This design comes from an exercise in tuning for small area on the open sky130 flow, not from production work. RTL that was checked went through simulation tests only; none was proved equivalent to the original. Power is estimated from default activity; no workload was simulated.

==> xenon: inputs <==
==> flow/design.v <==
module ecm_fce (
    input  logic        clk,
    input  logic        rst,       
    input  logic        req,
    input  logic        we,
    input  logic [7:0]  addr,
    input  logic [31:0] wdata,
    output logic        ack,
    output logic        err,
    output logic [31:0] rdata
);
    localparam int NM = 25;          
    localparam int NSCAN = 5;        
    localparam logic [4:0] S_DG2   = 5'd16;
    localparam logic [4:0] S_DG0   = 5'd17;
    localparam logic [4:0] S_DG1   = 5'd18;
    localparam logic [4:0] S_DGLEN = 5'd19;
    localparam logic [4:0] S_DG3   = 5'd20;
    localparam logic [4:0] S_LL    = 5'd21;
    localparam logic [4:0] S_BUS   = 5'd22;
    localparam logic [4:0] S_LEN   = 5'd23;
    localparam logic [4:0] S_CAN   = 5'd24;
    logic [NM-1:0][32:0] m;
    logic [63:0][7:0]    lr;
    logic [4:0]  pos;      
    logic [5:0]  lpos;     
    wire  [32:0] H  = m[NM-1];
    wire  [7:0]  LB = lr[63];
    wire         h_data = !pos[4];       
    logic [2:0]  st_err;
    logic [2:0]  st_cause;
    logic [4:0]  st_index;
    typedef enum logic [3:0] {
        T_CLR, T_IDLE, T_DONE,
        T_EWAIT, T_ECHK, T_EWR,
        T_DWAIT, T_DEC,
        T_PLL, T_PWAIT, T_PVAL, T_PCAP, T_PGAP, T_PFIN, T_SWAIT
    } state_t;
    state_t state;
    logic        clr_cmd;      
    logic        cmd_v;        
    logic        cmd_pe;       
    logic        w_go;         
    logic [6:0]  ll;           
    logic [3:0]  lenlo;        
    logic        lenbig;       
    logic [5:0]  ntok;         
    logic [5:0]  tcnt;         
    logic [2:0]  scan;         
    logic        intok;
    logic        capturing;    
    logic        pending;      
    logic [31:0] acc;
    logic        accw;
    logic [4:0]  tslot;        
    wire addr_bad = (addr[1:0] != 2'b00) || (addr >= 8'hC0);
    wire is_line  = addr[7];
    logic       is_main;
    logic [4:0] aslot;
    always_comb begin
        is_main = 1'b1;
        aslot   = {1'b0, addr[6], addr[4:2]};        
        if (addr[6:5] == 2'b11) begin                  
            is_main = !addr[4];
            case (addr[3:2])
                2'd0: aslot = S_DG0;
                2'd1: aslot = S_DG1;
                2'd2: aslot = S_DG2;
                default: aslot = S_DG3;
            endcase
        end else if (addr[6:5] == 2'b00) begin
            case (addr[4:2])
                3'd2: aslot = S_CAN;
                3'd3: aslot = S_BUS;
                3'd4: aslot = S_LEN;
                3'd6: aslot = S_DGLEN;
                3'd7: aslot = S_LL;
                default: is_main = 1'b0;
            endcase
        end
    end
    wire idle      = (state == T_IDLE);
    wire acc_ok    = req && idle && !addr_bad;
    wire main_hit  = acc_ok && !is_line && is_main && (pos == aslot);
    wire main_wr   = main_hit && we;
    wire line_rhit = acc_ok && is_line && !we && (lpos == {addr[5:2], 2'b00});
    wire line_wsel = acc_ok && is_line && we && (lpos[5:2] == addr[5:2]);
    wire line_wr   = line_wsel && (lpos[1:0] == 2'd0 || w_go);
    wire line_wack = line_wr && (lpos[1:0] == 2'd3);
    wire is_wide   = !is_line && (addr[6:2] == 5'h05);
    wire wide_rhit = acc_ok && is_wide && !we && (pos == 5'd0);
    wire wide_wr   = acc_ok && is_wide && we && (pos == 5'd0 || w_go);
    wire wide_wack = wide_wr && (pos == S_CAN);
    wire is_cmd    = !is_line && (addr[6:2] == 5'd0);
    wire imm       = !is_line && !is_main && !is_wide && !(we && is_cmd);
    wire cmd_wr    = acc_ok && we && is_cmd;
    wire cmd_legal = (wdata == 32'h11) || (wdata == 32'h01) || (wdata == 32'h02) ||
                     (wdata == 32'h03) || (wdata == 32'h14) || (wdata == 32'h04) ||
                     (wdata == 32'h0F);
    assign err = req && addr_bad;
    assign ack = req && ((idle && (addr_bad || imm || main_hit || line_rhit || line_wack ||
                                   wide_rhit || wide_wack || (cmd_wr && !cmd_legal)))
                         || state == T_DONE);
    logic [17:0] wide_rd;
    always_comb begin
        wide_rd[0] = m[0][32];
        wide_rd[1] = m[2][32];
        for (int i = 0; i < 16; i++)
            wide_rd[2+i] = m[NM-1-i][32];
    end
    always_comb begin
        if (is_line)
            rdata = {lr[60], lr[61], lr[62], lr[63]};
        else if (is_main)
            rdata = H[31:0];
        else begin
            case (addr[6:2])
                5'h01:   rdata = {11'd0, st_index, 8'h00, 1'b0, st_cause, 1'b0, st_err};
                5'h05:   rdata = {14'd0, wide_rd};
                5'h1C:   rdata = 32'd64;
                default: rdata = 32'd0;
            endcase
        end
    end
    wire       b_in  = ({1'b0, lpos} < ll);
    wire       b_ws  = !b_in || (LB == 8'h20) || (LB >= 8'h09 && LB <= 8'h0D);
    wire [7:0] LBl   = LB | 8'h20;
    wire       b_hex = (LB >= 8'h30 && LB <= 8'h39) || (LBl >= 8'h61 && LBl <= 8'h66);
    wire [3:0] b_hv  = LB[6] ? (LB[3:0] + 4'd9) : LB[3:0];
    wire       last  = (lpos == 6'd63);
    wire scanning  = (state == T_PCAP);
    wire cap_start = scanning && !b_ws && !intok && (tcnt <= 6'd16) &&
                     (3'(tcnt % NSCAN) == scan);
    wire ready     = pending || (capturing && b_ws);
    wire [4:0] tdl = (pos >= tslot) ? pos - tslot : pos + 5'(NM) - tslot;
    wire wr_p0  = ready && (tdl == 5'd0);
    wire wr_p8  = ready && (tdl == 5'd8);
    wire wr_p16 = ready && (tdl == 5'd16);
    wire tok_wr = wr_p0 || wr_p8 || wr_p16;
    wire capph  = (state == T_PCAP) || (state == T_PGAP) || (state == T_PFIN);
    wire pend_n = (pending && !tok_wr) || (capturing && (b_ws ? !tok_wr : last)) ||
                  (cap_start && last);
    wire        e_hi = (pos == S_DG3);
    logic [3:0] e_keep;
    always_comb
        for (int k = 0; k < 4; k++)
            e_keep[k] = lenbig || ({1'b0, e_hi, 2'(k)} < lenlo);
    wire [31:0] e_word = {m[12][7:0] & {8{e_keep[3]}}, m[13][7:0] & {8{e_keep[2]}},
                          m[14][7:0] & {8{e_keep[1]}}, m[15][7:0] & {8{e_keep[0]}}};
    logic [7:0] d_byte;
    always_comb
        case (pos[1:0])
            2'd0: d_byte = m[8][7:0];
            2'd1: d_byte = m[9][15:8];
            2'd2: d_byte = m[10][23:16];
            default: d_byte = m[11][31:24];
        endcase
    wire [3:0] dec_L    = m[3][3:0];                
    wire       dec_f1   = (m[2][31:0] != 32'd16);
    wire       dec_f2   = (dec_L > 4'd8);
    wire       dec_chk  = (state == T_DEC) && (pos == S_BUS);
    wire       dec_fail = dec_chk && (dec_f1 || dec_f2);
    logic [32:0] m0_d;
    always_comb begin
        m0_d = H;
        if (state == T_CLR)
            m0_d = 33'd0;
        else if (main_wr)
            m0_d[31:0] = wdata;
        else if (wide_wr) begin
            if (h_data)            m0_d[32] = wdata[2 + pos[3:0]];
            else if (pos == S_BUS) m0_d[32] = wdata[1];
            else if (pos == S_CAN) m0_d[32] = wdata[0];
        end else if (state == T_EWR) begin
            case (pos)
                S_DG0:         m0_d[31:0] = {m[17][10:0], 21'd0};
                S_DG1:         m0_d[31:0] = {m[20][27:0], m[19][3:0]};
                S_DG2, S_DG3:  m0_d[31:0] = e_word;
                S_DGLEN:       m0_d[31:0] = 32'd16;
                default: ;
            endcase
        end else if (state == T_DEC && !dec_fail) begin
            if (pos == S_BUS)      m0_d = {5'd0, m[3][31:4]};
            else if (pos == S_LEN) m0_d = {H[32], 28'd0, lenlo};
            else if (pos == S_CAN) m0_d = {22'd0, m[6][31:21]};
            else if (h_data) begin
                m0_d = 33'd0;
                if (!pos[3] && {1'b0, pos[2:0]} < lenlo)
                    m0_d[7:0] = d_byte;
            end
        end else if (capph) begin
            if (wr_p0)
                m0_d = {accw, acc};
            else if (pos == S_LEN)
                m0_d[31:0] = {26'd0, ntok - 6'd1};
            else if (h_data && ({1'b0, pos} >= ntok - 6'd1))
                m0_d = 33'd0;
        end
    end
    always_ff @(posedge clk) begin
        for (int i = 1; i < NM; i++)
            m[i] <= m[i-1];
        m[0] <= m0_d;
        if (wr_p8)  m[8]  <= {accw, acc};
        if (wr_p16) m[16] <= {accw, acc};
        for (int i = 1; i < 64; i++)
            lr[i] <= lr[i-1];
        if (state == T_CLR)
            lr[0] <= 8'h00;
        else if (line_wr)
            lr[0] <= wdata[8*lpos[1:0] +: 8];
        else
            lr[0] <= LB;
    end
    logic       e_fail;
    logic [2:0] e_cause;
    always_comb begin
        e_fail  = 1'b0;
        e_cause = 3'd4;
        if (pos == S_CAN) begin
            e_fail  = H[32] || (H[31:11] != 0);
            e_cause = 3'd1;
        end else if (pos == S_BUS) begin
            e_fail  = H[32] || (H[31:28] != 0);
            e_cause = 3'd2;
        end else if (pos == S_LEN) begin
            e_fail  = (H[31:4] != 0);
            e_cause = 3'd3;
        end else if (h_data) begin
            e_fail  = !lenbig && (pos[3:0] < lenlo) && (H[32] || (H[31:8] != 0));
        end
    end
    always_ff @(posedge clk) begin
        pos  <= (pos == 5'(NM-1)) ? 5'd0 : pos + 5'd1;
        lpos <= lpos + 6'd1;
        if (line_wr || wide_wr)
            w_go <= !(line_wack || wide_wack);
        if ((state == T_ECHK || state == T_EWR) && pos == S_LEN) begin
            lenlo  <= H[3:0];
            lenbig <= (H[31:4] != 0);
        end
        case (state)
            T_CLR: begin
                if (last) begin
                    if (clr_cmd) state <= T_DONE;
                    else         state <= T_IDLE;
                end
            end
            T_IDLE: begin
                if (cmd_wr) begin
                    cmd_v   <= wdata[4];
                    cmd_pe  <= (wdata[3:0] == 4'h4);
                    clr_cmd <= 1'b1;
                    st_err   <= 3'd0;
                    st_cause <= 3'd0;
                    st_index <= 5'd0;
                    case (wdata)
                        32'h11, 32'h01: state <= T_EWAIT;
                        32'h02:         state <= T_DWAIT;
                        32'h03, 32'h14, 32'h04: state <= T_PLL;
                        32'h0F:         state <= T_SWAIT;
                        default: st_err <= 3'd4;
                    endcase
                end
            end
            T_DONE:
                state <= T_IDLE;
            T_SWAIT:
                if (last) state <= T_CLR;
            T_EWAIT:
                if (pos == S_LL)
                    state <= cmd_v ? T_ECHK : T_EWR;
            T_ECHK: begin
                if (e_fail && (st_err == 3'd0 || pos == S_CAN)) begin
                    st_err   <= 3'd1;
                    st_cause <= e_cause;
                    st_index <= (e_cause == 3'd4) ? {1'b0, pos[3:0]} : 5'd0;
                end
                if (pos == S_LL)
                    state <= (st_err != 3'd0) ? T_DONE : T_EWR;
            end
            T_EWR:
                if (pos == S_LL)
                    state <= T_DONE;
            T_DWAIT:
                if (pos == S_LL)
                    state <= T_DEC;
            T_DEC: begin
                if (dec_chk) begin
                    lenlo <= dec_L;
                    if (dec_f1) begin
                        st_err <= 3'd3; st_cause <= 3'd1;
                        state  <= T_DONE;
                    end else if (dec_f2) begin
                        st_err <= 3'd3; st_cause <= 3'd2; st_index <= {1'b0, dec_L};
                        state  <= T_DONE;
                    end
                end
                if (pos == S_LL)
                    state <= T_DONE;
            end
            T_PLL:
                if (pos == S_LL) begin
                    ll <= H[6:0];
                    if (H[31:0] > 32'd64) begin
                        st_err <= 3'd2; st_cause <= 3'd3;
                        state  <= T_DONE;
                    end else
                        state <= T_PWAIT;
                end
            T_PWAIT:
                if (last) begin
                    state <= T_PVAL;
                    intok <= 1'b0;
                    tcnt  <= 6'd0;
                end
            T_PVAL: begin
                intok <= !b_ws && !last;
                if (b_ws && intok)
                    tcnt <= tcnt + 6'd1;
                if (!b_ws && !b_hex && st_err == 3'd0) begin
                    st_err <= 3'd2; st_cause <= 3'd2; st_index <= tcnt[4:0];
                end
                if (last) begin
                    ntok  <= tcnt + {5'd0, (b_ws && intok) || !b_ws};
                    tcnt  <= 6'd0;
                    scan  <= 3'd0;
                    if (tcnt == 6'd0 && b_ws && !intok) begin
                        st_err <= 3'd2; st_cause <= 3'd1; st_index <= 5'd0;
                        state  <= T_DONE;
                    end else if (st_err != 3'd0 || !b_hex && !b_ws)
                        state <= T_DONE;
                    else
                        state <= T_PCAP;
                end
            end
            T_PCAP: begin
                intok <= !b_ws && !last;
                if (b_ws && intok)
                    tcnt <= tcnt + 6'd1;
                if (last) begin
                    tcnt <= 6'd0;
                    scan <= scan + 3'd1;
                    if (scan == 3'(NSCAN-1)) state <= T_PFIN;
                    else if (pend_n)         state <= T_PGAP;
                end
            end
            T_PGAP:
                if (last) state <= T_PCAP;
            T_PFIN:
                if (!pend_n)
                    state <= cmd_pe ? T_EWAIT : T_DONE;
            default:
                state <= T_IDLE;
        endcase
        if (cap_start) begin
            acc       <= {28'd0, b_hv};
            accw      <= 1'b0;
            capturing <= !last;
            tslot     <= (tcnt == 6'd0) ? S_CAN : 5'(tcnt - 6'd1);
        end else if (capturing) begin
            if (!b_ws) begin
                acc  <= {acc[27:0], b_hv};
                accw <= accw || (acc[31:28] != 4'd0);
            end
            if (b_ws || last)
                capturing <= 1'b0;
        end
        pending <= capph && pend_n;
        if (rst) begin
            state    <= T_CLR;
            clr_cmd  <= 1'b0;
            pos      <= 5'd0;
            lpos     <= 6'd0;
            w_go     <= 1'b0;
            capturing <= 1'b0;
            pending  <= 1'b0;
            st_err   <= 3'd0;
            st_cause <= 3'd0;
            st_index <= 5'd0;
        end
    end
endmodule
==> flow/run.sh <==
#!/bin/bash
# synth_recipe.tcl (not shown) runs the flow's synth.tcl, then flattens the netlist and writes it again
# the make line also repeats each setting of config.mk as NAME=value (left out here)
make -C /OpenROAD-flow-scripts/flow DESIGN_CONFIG=/design/flow/config.mk WORK_HOME=/design/flow/orfs CLKGATE_MAP_FILE= SYNTH_SCRIPT=/design/flow/synth_recipe.tcl finish
==> flow/config.mk <==
export PLATFORM = sky130hd
export DESIGN_NAME = ecm_fce
export DESIGN_NICKNAME = ecm_fce
export VERILOG_FILES = /design/flow/design.v
export SDC_FILE = /design/flow/constraint.sdc
export NUM_CORES = 4
export LEC_CHECK = 0
export CAP_MARGIN = 30
export CORE_MARGIN = 2
export CORE_UTILIZATION = 35
export CTS_BUF_LIST = sky130_fd_sc_hd__clkbuf_4
export SLEW_MARGIN = 40
==> flow/constraint.sdc <==
create_clock -name core_clock -period 8.0 [get_ports {clk}]
set_input_delay 1.6000 -clock core_clock [delete_from_list [all_inputs] [get_ports {clk}]]
set_output_delay 1.6000 -clock core_clock [all_outputs]
set_load 0.01 [all_outputs]
==> tundra (differences from xenon) <==
--- a/flow/design.v
+++ b/flow/design.v
@@ -36,3 +36,3 @@
         T_DWAIT, T_DEC,
-        T_PLL, T_PWAIT, T_PVAL, T_PCAP, T_PGAP, T_PFIN, T_SWAIT
+        T_PLL, T_PWAIT, T_PVAL, T_PCAP, T_PGAP, T_PFIN, T_PFILL, T_SWAIT
     } state_t;
@@ -43,6 +43,6 @@
     logic        w_go;         
-    logic [6:0]  ll;           
-    logic [3:0]  lenlo;        
-    logic        lenbig;       
-    logic [5:0]  ntok;         
+    logic [6:0]  ln;           
+    wire  [6:0]  ll     = ln;
+    wire  [3:0]  lenlo  = ln[3:0];
+    wire         lenbig = ln[4];
     logic [5:0]  tcnt;         
@@ -139,3 +139,4 @@
     wire tok_wr = wr_p0 || wr_p8 || wr_p16;
-    wire capph  = (state == T_PCAP) || (state == T_PGAP) || (state == T_PFIN);
+    wire capph  = (state == T_PCAP) || (state == T_PGAP) || (state == T_PFIN) ||
+                  (state == T_PFILL);
     wire pend_n = (pending && !tok_wr) || (capturing && (b_ws ? !tok_wr : last)) ||
@@ -162,38 +163,44 @@
     wire       dec_fail = dec_chk && (dec_f1 || dec_f2);
+    wire st_ewr  = (state == T_EWR);
+    wire dec_ok  = (state == T_DEC) && !dec_fail;
+    wire s_clr   = (state == T_CLR);
+    wire s_dg0   = st_ewr && (pos == S_DG0);
+    wire s_dg1   = st_ewr && (pos == S_DG1);
+    wire s_ew    = st_ewr && (pos == S_DG2 || pos == S_DG3);
+    wire s_dgl   = st_ewr && (pos == S_DGLEN);
+    wire s_dbus  = dec_ok && (pos == S_BUS);
+    wire s_dlen  = dec_ok && (pos == S_LEN);
+    wire s_dcan  = dec_ok && (pos == S_CAN);
+    wire s_ddat  = dec_ok && h_data;
+    wire s_dd    = s_ddat && !pos[3] && ({1'b0, pos[2:0]} < lenlo);
+    wire s_acc   = wr_p0;
+    wire s_fill  = (state == T_PFILL) && !wr_p0;
+    wire s_plen  = s_fill && (pos == S_LEN);
+    wire s_zero  = s_fill && h_data && ({1'b0, pos} >= tcnt - 6'd1);
+    wire s_keep  = !(s_clr || main_wr || s_dg0 || s_dg1 || s_ew || s_dgl || s_dbus ||
+                     s_dlen || s_dcan || s_ddat || s_acc || s_plen || s_zero);
+    wire s_keep32 = !(s_clr || wide_wr || s_dbus || s_dcan || s_ddat || s_acc || s_zero);
+    logic ww_bit;        
+    always_comb begin
+        ww_bit = 1'b0;
+        if (h_data)            ww_bit = wdata[2 + pos[3:0]];
+        else if (pos == S_BUS) ww_bit = wdata[1];
+        else if (pos == S_CAN) ww_bit = wdata[0];
+    end
+    wire [31:0] tm1 = {26'd0, tcnt - 6'd1};
     logic [32:0] m0_d;
     always_comb begin
-        m0_d = H;
-        if (state == T_CLR)
-            m0_d = 33'd0;
-        else if (main_wr)
-            m0_d[31:0] = wdata;
-        else if (wide_wr) begin
-            if (h_data)            m0_d[32] = wdata[2 + pos[3:0]];
-            else if (pos == S_BUS) m0_d[32] = wdata[1];
-            else if (pos == S_CAN) m0_d[32] = wdata[0];
-        end else if (state == T_EWR) begin
-            case (pos)
-                S_DG0:         m0_d[31:0] = {m[17][10:0], 21'd0};
-                S_DG1:         m0_d[31:0] = {m[20][27:0], m[19][3:0]};
-                S_DG2, S_DG3:  m0_d[31:0] = e_word;
-                S_DGLEN:       m0_d[31:0] = 32'd16;
-                default: ;
-            endcase
-        end else if (state == T_DEC && !dec_fail) begin
-            if (pos == S_BUS)      m0_d = {5'd0, m[3][31:4]};
-            else if (pos == S_LEN) m0_d = {H[32], 28'd0, lenlo};
-            else if (pos == S_CAN) m0_d = {22'd0, m[6][31:21]};
-            else if (h_data) begin
-                m0_d = 33'd0;
-                if (!pos[3] && {1'b0, pos[2:0]} < lenlo)
-                    m0_d[7:0] = d_byte;
-            end
-        end else if (capph) begin
-            if (wr_p0)
-                m0_d = {accw, acc};
-            else if (pos == S_LEN)
-                m0_d[31:0] = {26'd0, ntok - 6'd1};
-            else if (h_data && ({1'b0, pos} >= ntok - 6'd1))
-                m0_d = 33'd0;
-        end
+        m0_d[31:0] = (H[31:0]                & {32{s_keep}})
+                   | (wdata                  & {32{main_wr}})
+                   | (acc                    & {32{s_acc}})
+                   | ({m[17][10:0], 21'd0}   & {32{s_dg0}})
+                   | ({m[20][27:0], m[19][3:0]} & {32{s_dg1}})
+                   | (e_word                 & {32{s_ew}})
+                   | ({27'd0, s_dgl, 4'd0})
+                   | ({4'd0, m[3][31:4]}     & {32{s_dbus}})
+                   | ({28'd0, lenlo}         & {32{s_dlen}})
+                   | ({21'd0, m[6][31:21]}   & {32{s_dcan}})
+                   | ({24'd0, d_byte}        & {32{s_dd}})
+                   | (tm1                    & {32{s_plen}});
+        m0_d[32]   = (H[32] && s_keep32) || (ww_bit && wide_wr) || (accw && s_acc);
     end
@@ -237,6 +244,4 @@
             w_go <= !(line_wack || wide_wack);
-        if ((state == T_ECHK || state == T_EWR) && pos == S_LEN) begin
-            lenlo  <= H[3:0];
-            lenbig <= (H[31:4] != 0);
-        end
+        if ((state == T_ECHK || state == T_EWR) && pos == S_LEN)
+            ln <= {2'd0, H[31:4] != 0, H[3:0]};
         case (state)
@@ -289,3 +294,3 @@
                 if (dec_chk) begin
-                    lenlo <= dec_L;
+                    ln[3:0] <= dec_L;
                     if (dec_f1) begin
@@ -303,3 +308,3 @@
                 if (pos == S_LL) begin
-                    ll <= H[6:0];
+                    ln <= H[6:0];
                     if (H[31:0] > 32'd64) begin
@@ -324,3 +329,2 @@
                 if (last) begin
-                    ntok  <= tcnt + {5'd0, (b_ws && intok) || !b_ws};
                     tcnt  <= 6'd0;
@@ -341,6 +345,10 @@
                 if (last) begin
-                    tcnt <= 6'd0;
                     scan <= scan + 3'd1;
-                    if (scan == 3'(NSCAN-1)) state <= T_PFIN;
-                    else if (pend_n)         state <= T_PGAP;
+                    if (scan == 3'(NSCAN-1)) begin
+                        tcnt  <= tcnt + {5'd0, (b_ws && intok) || !b_ws};
+                        state <= T_PFIN;
+                    end else begin
+                        tcnt <= 6'd0;
+                        if (pend_n) state <= T_PGAP;
+                    end
                 end
@@ -350,3 +358,6 @@
             T_PFIN:
-                if (!pend_n)
+                if (pos == S_LL)
+                    state <= T_PFILL;
+            T_PFILL:
+                if (pos == S_LL && !pend_n)
                     state <= cmd_pe ? T_EWAIT : T_DONE;
==> flow/flow/run.sh (new file) <==
#!/bin/bash
# Own layout flow: the standard flow (standard.sh) with two changes made
# through ORFS's own variables:
#  - the port buffers that buffer_ports inserts are buf_1 cells;
#  - clock tree synthesis runs without dummy loads.
# Each tool's full output goes to standard.log in the work folder.
set -euo pipefail
export BUFFER_PORTS_ARGS="-buffer_cell sky130_fd_sc_hd__buf_1"
export CTS_ARGS="-sink_clustering_enable -repair_clock_nets -dont_use_dummy_load -buf_list sky130_fd_sc_hd__clkbuf_8 -sink_clustering_size 18 -sink_clustering_max_diameter 60"
bash standard.sh > standard.log 2>&1
==> flow/standard.sh (new file) <==
#!/bin/bash
# synth_recipe.tcl (not shown) runs the flow's synth.tcl, then flattens the netlist and writes it again
# the make line also repeats each setting of config.mk as NAME=value (left out here)
make -C /OpenROAD-flow-scripts/flow DESIGN_CONFIG=/design/flow/config.mk WORK_HOME=/design/flow/orfs CLKGATE_MAP_FILE= SYNTH_SCRIPT=/design/flow/synth_recipe.tcl "${@:-finish}"
--- a/flow/config.mk
+++ b/flow/config.mk
@@ -9,4 +9,6 @@
 export CORE_MARGIN = 2
-export CORE_UTILIZATION = 35
-export CTS_BUF_LIST = sky130_fd_sc_hd__clkbuf_4
+export CORE_UTILIZATION = 50
+export CTS_BUF_LIST = sky130_fd_sc_hd__clkbuf_8
+export CTS_CLUSTER_DIAMETER = 60
+export CTS_CLUSTER_SIZE = 18
 export SLEW_MARGIN = 40
removed: flow/run.sh
==> violet (differences from xenon) <==
--- a/flow/config.mk
+++ b/flow/config.mk
@@ -9,3 +9,3 @@
 export CORE_MARGIN = 2
-export CORE_UTILIZATION = 35
+export CORE_UTILIZATION = 60
 export CTS_BUF_LIST = sky130_fd_sc_hd__clkbuf_4
==> summary of the runs <==
Setup slack, lowest first: violet, xenon, tundra. Between violet and tundra, the lower synthesized area is in tundra (gap about 3%, measured against tundra). In violet the sequential power is smaller than in xenon, by about 0.7%. Combinational power, lowest first: tundra, xenon, violet. The highest first-iteration DRC count belongs to violet, the lowest to tundra. In violet the synthesized cell count is larger than in tundra, by about 3%. In xenon the clock-buffer cell count is higher than in violet, by 41. Core utilization: tundra is higher than xenon (12 points).
No functional check of the RTL was part of xenon and violet.

-- re-timing with driven ports --
In the flow no input, the clock included, has a driving cell. The finished layouts below were timed again as built, in two steps.
Step 1: set_driving_cell puts a clkbuf_16 on clk and a buf_2 on each other input, an assumption about the parent block.
Step 2, shift: input delay + t, output delay - t, t = (earliest + latest rising clock arrival at the registers) / 2. This alone moves slack from input paths to output paths.
Slacks: ideal / step 1 / step 2; pairs: ideal / step 1.
run | shift t [ns] | slack for setup (ns) | worst register clock-pin slew, ns | worst slew at a driven data input, ns
xenon | 1.136 | 0.988 / 0.956 / 0.956 | 0.08 / 0.08 | 0.15
tundra | 0.741 | 1.626 / 1.626 / 1.626 | 0.11 / 0.11 | 0.14
violet | 1.142 | 0.831 / 0.805 / 0.805 | 0.09 / 0.09 | 0.05
After both steps setup and hold are still met in every run listed. The setup slack of xenon, which loses most, moves by -0.032 ns with the drivers and by -0.032 ns with both steps.
